This is an optimization exercise on Yosys and OpenROAD, whose aim is small area, a short achievable clock period and few clock cycles, not a production implementation.
Function was checked by simulation only, so behaviour that the tests miss may differ from the original.
Power is estimated from default activity; no workload was simulated.

// csb
module csb (
    input  wire        clk,
    input  wire        rst,                
    input  wire        lockstep_strict,    
    input  wire        req_valid,
    output wire        req_ready,
    input  wire [31:0] req_word,
    output reg         rsp_valid,
    output reg  [2:0]  rsp_code,
    output reg  [15:0] rsp_data,
    output reg         mem_valid,
    output reg         mem_we,
    output wire [1:0]  mem_dev,
    output reg  [15:0] mem_addr,
    output wire [7:0]  mem_wdata,
    input  wire        mem_ready,
    input  wire [7:0]  mem_rdata,
    output wire        ntf_valid,
    output wire [1:0]  ntf_ext,
    output wire [4:0]  ntf_kind,
    output wire        ntf_level,
    output wire        log_valid,
    output wire [1:0]  log_inst,
    output wire [4:0]  log_kind,
    output wire        log_level
);
    localparam [17:0] L_RELOAD = 18'h00001;
    localparam [17:0] L_T1     = 18'h0C3E5;
    localparam [17:0] L_T2     = 18'h261F2;
  ...
==> flow/config.mk <==
export PLATFORM = sky130hd
export DESIGN_NAME = csb
export DESIGN_NICKNAME = csb
export VERILOG_FILES = /design/flow/design.v
export SDC_FILE = /design/flow/constraint.sdc
export NUM_CORES = 4
export LEC_CHECK = 0
export ABC_AREA = 1
export CAP_MARGIN = 20
export CORE_MARGIN = 2
export CORE_UTILIZATION = 55
export CTS_CLUSTER_DIAMETER = 80
export CTS_CLUSTER_SIZE = 25
export PLACE_DENSITY = 0.7
export SETUP_SLACK_MARGIN = 4.5
export SLEW_MARGIN = 20
==> flow/constraint.sdc <==
create_clock -name core_clock -period 7.0 [get_ports {clk}]
set_input_delay 1.4000 -clock core_clock [delete_from_list [all_inputs] [get_ports {clk}]]
set_output_delay 1.4000 -clock core_clock [all_outputs]
set_load 0.01 [all_outputs]
standard.sh (not shown) runs the stock make flow with config.mk's settings and CLKGATE_MAP_FILE= SYNTH_SCRIPT=/design/flow/synth_recipe.tcl, a recipe that flattens the netlist after the stock synthesis.
==> flow/flow/run.sh <==
#!/bin/bash
# The standard layout (standard.sh), with the port buffers that buffer_ports
# inserts made from buf_1 cells instead of the delay cells it picks by default.
export BUFFER_PORTS_ARGS="-buffer_cell sky130_fd_sc_hd__buf_1"
bash standard.sh > standard.log 2>&1
Testbench counts at the start, summed over its fixed seeds: cycles 30,417.
Then changed:
ABC_AREA = default   (was 1)
SETUP_SLACK_MARGIN = 4.1   (was 4.5)
After rerunning: Total power shrinks slightly. Global-route usage shrinks by 2.3 points. Area after synthesis shrinks slightly. Register-to-register slack loses 0.56 ns. Via count shrinks by roughly a tenth. Maximum frequency shrinks by about a fifth.
Then changed:
ABC_AREA = 1   (was default)
CORE_UTILIZATION = 65   (was 55)
PLACE_DENSITY = 0.8   (was 0.7)
SETUP_SLACK_MARGIN = 4.5   (was 4.1)
Effect: The changed run passed the timing, design-rule and antenna checks; final area grows by 5.9%; core utilization rises by 15 points; worst setup slack gets better by 0.48 ns; cell count goes up by 16%.
Then changed:
CORE_UTILIZATION = 40   (was 65)
PLACE_DENSITY = 0.6   (was 0.8)
SETUP_SLACK_MARGIN = 4.3   (was 4.5)
Fmax came out lower by 3.8%; critical path depth fell by 1; wire length grows by 1.6%; total power came out higher by about 2%; global-route usage is lower by 14 points; non-clock buffer count decreases by 46; die area rose by about 60%; synthesized area is unchanged; hold slack improved by 0.012 ns; worst setup slack loses 0.10 ns.


Setup of run 1:
csb again, from the RTL that the note above started with.
Settings: LEC_CHECK=0, ABC_AREA=1, CAP_MARGIN=20, CORE_MARGIN=2, CORE_UTILIZATION=40, CTS_CLUSTER_DIAMETER=80, CTS_CLUSTER_SIZE=25, PLACE_DENSITY=0.6, SETUP_SLACK_MARGIN=4.1, SLEW_MARGIN=20; clock period 7.0 ns.
Scripts as last shown in full above: flow/flow/run.sh
Testbench counts of run 1, summed over its fixed seeds: cycles 30,417.
> inputs changed (run 1 -> run 2)
- swapping 40 for 55 in CORE_UTILIZATION
- swapping 0.6 for 0.7 in PLACE_DENSITY
- swapping 4.1 for 4.4 in SETUP_SLACK_MARGIN
[summary]
Comparing combinational power for run 2 and run 1, the bigger number came from run 2. Post-route clock period utilization ends up lower on run 2. Summary: with run 1 as the reference, routed via count in run 2 moved up by a few percent. Against run 1, run 2 comes in 2.3 mm lower on post-detailed-placement half-perimeter wirelength. Changes observed in run 2 relative to run 1: gate count after technology mapping roughly the same; utilization rose by 18 points; wire length of the first global-routing pass dropped 2.3 mm; highest clock rate now sits higher.
Changes in run 3 relative to run 2:
- changing CORE_UTILIZATION from 55 to 40
- removing ABC_AREA (formerly 1)
- changing PLACE_DENSITY from 0.7 to 0.6
- changing SETUP_SLACK_MARGIN from 4.4 to 4.1
[summary]
Of run 2 and run 3, the run reporting the higher area share of buffers outside the clock network was run 2.
In run 3, utilization is lower than in run 2.
Net switching component of the power: run 3 better than run 2
From run 2 to run 3 the numbers moved as follows: worst hold slack has increased, post-synthesis net count lost 433.

==> what the ideal ports hide <==
How much do the figures lean on ideal ports? The routed layouts below were timed once more, with nothing changed but the port constraints. Step 1 (the two cells are an assumption about what drives the block):
set clk [get_ports {clk}]
set_driving_cell -lib_cell sky130_fd_sc_hd__clkbuf_16 $clk
set_driving_cell -lib_cell sky130_fd_sc_hd__buf_2 [delete_from_list [all_inputs] $clk]
Step 2 times the ports against the registers' clock, not the clock port: input delays grow and output delays shrink by t, the midpoint of the rising clock arrivals with the driver on. Slacks: ideal / step 1 / step 2; pairs: ideal / step 1.
run | t, ns | setup WS [ns] | hold WS [ns]
the first run of note 1 | 0.645 | 4.384 / 4.327 / 3.929 | 0.454 / 0.454 / 0.454
the second run of note 1 | 0.646 | 3.932 / 3.950 / 3.304 | 0.454 / 0.454 / 0.454
the third run of note 1 | 0.623 | 4.412 / 4.358 / 3.925 | 0.448 / 0.448 / 0.448
the fourth run of note 1 | 0.658 | 4.310 / 4.250 / 3.679 | 0.460 / 0.460 / 0.460
run 1 | 0.651 | 4.190 / 4.137 / 3.594 | 0.454 / 0.454 / 0.454
run 2 | 0.661 | 4.363 / 4.333 / 3.816 | 0.448 / 0.448 / 0.448
run 3 | 0.679 | 3.928 / 3.958 / 3.279 | 0.457 / 0.457 / 0.457
After both steps setup and hold are still met in every run listed. The setup slack of run 3, which loses most, moves by +0.030 ns with the drivers and by -0.649 ns with both steps.
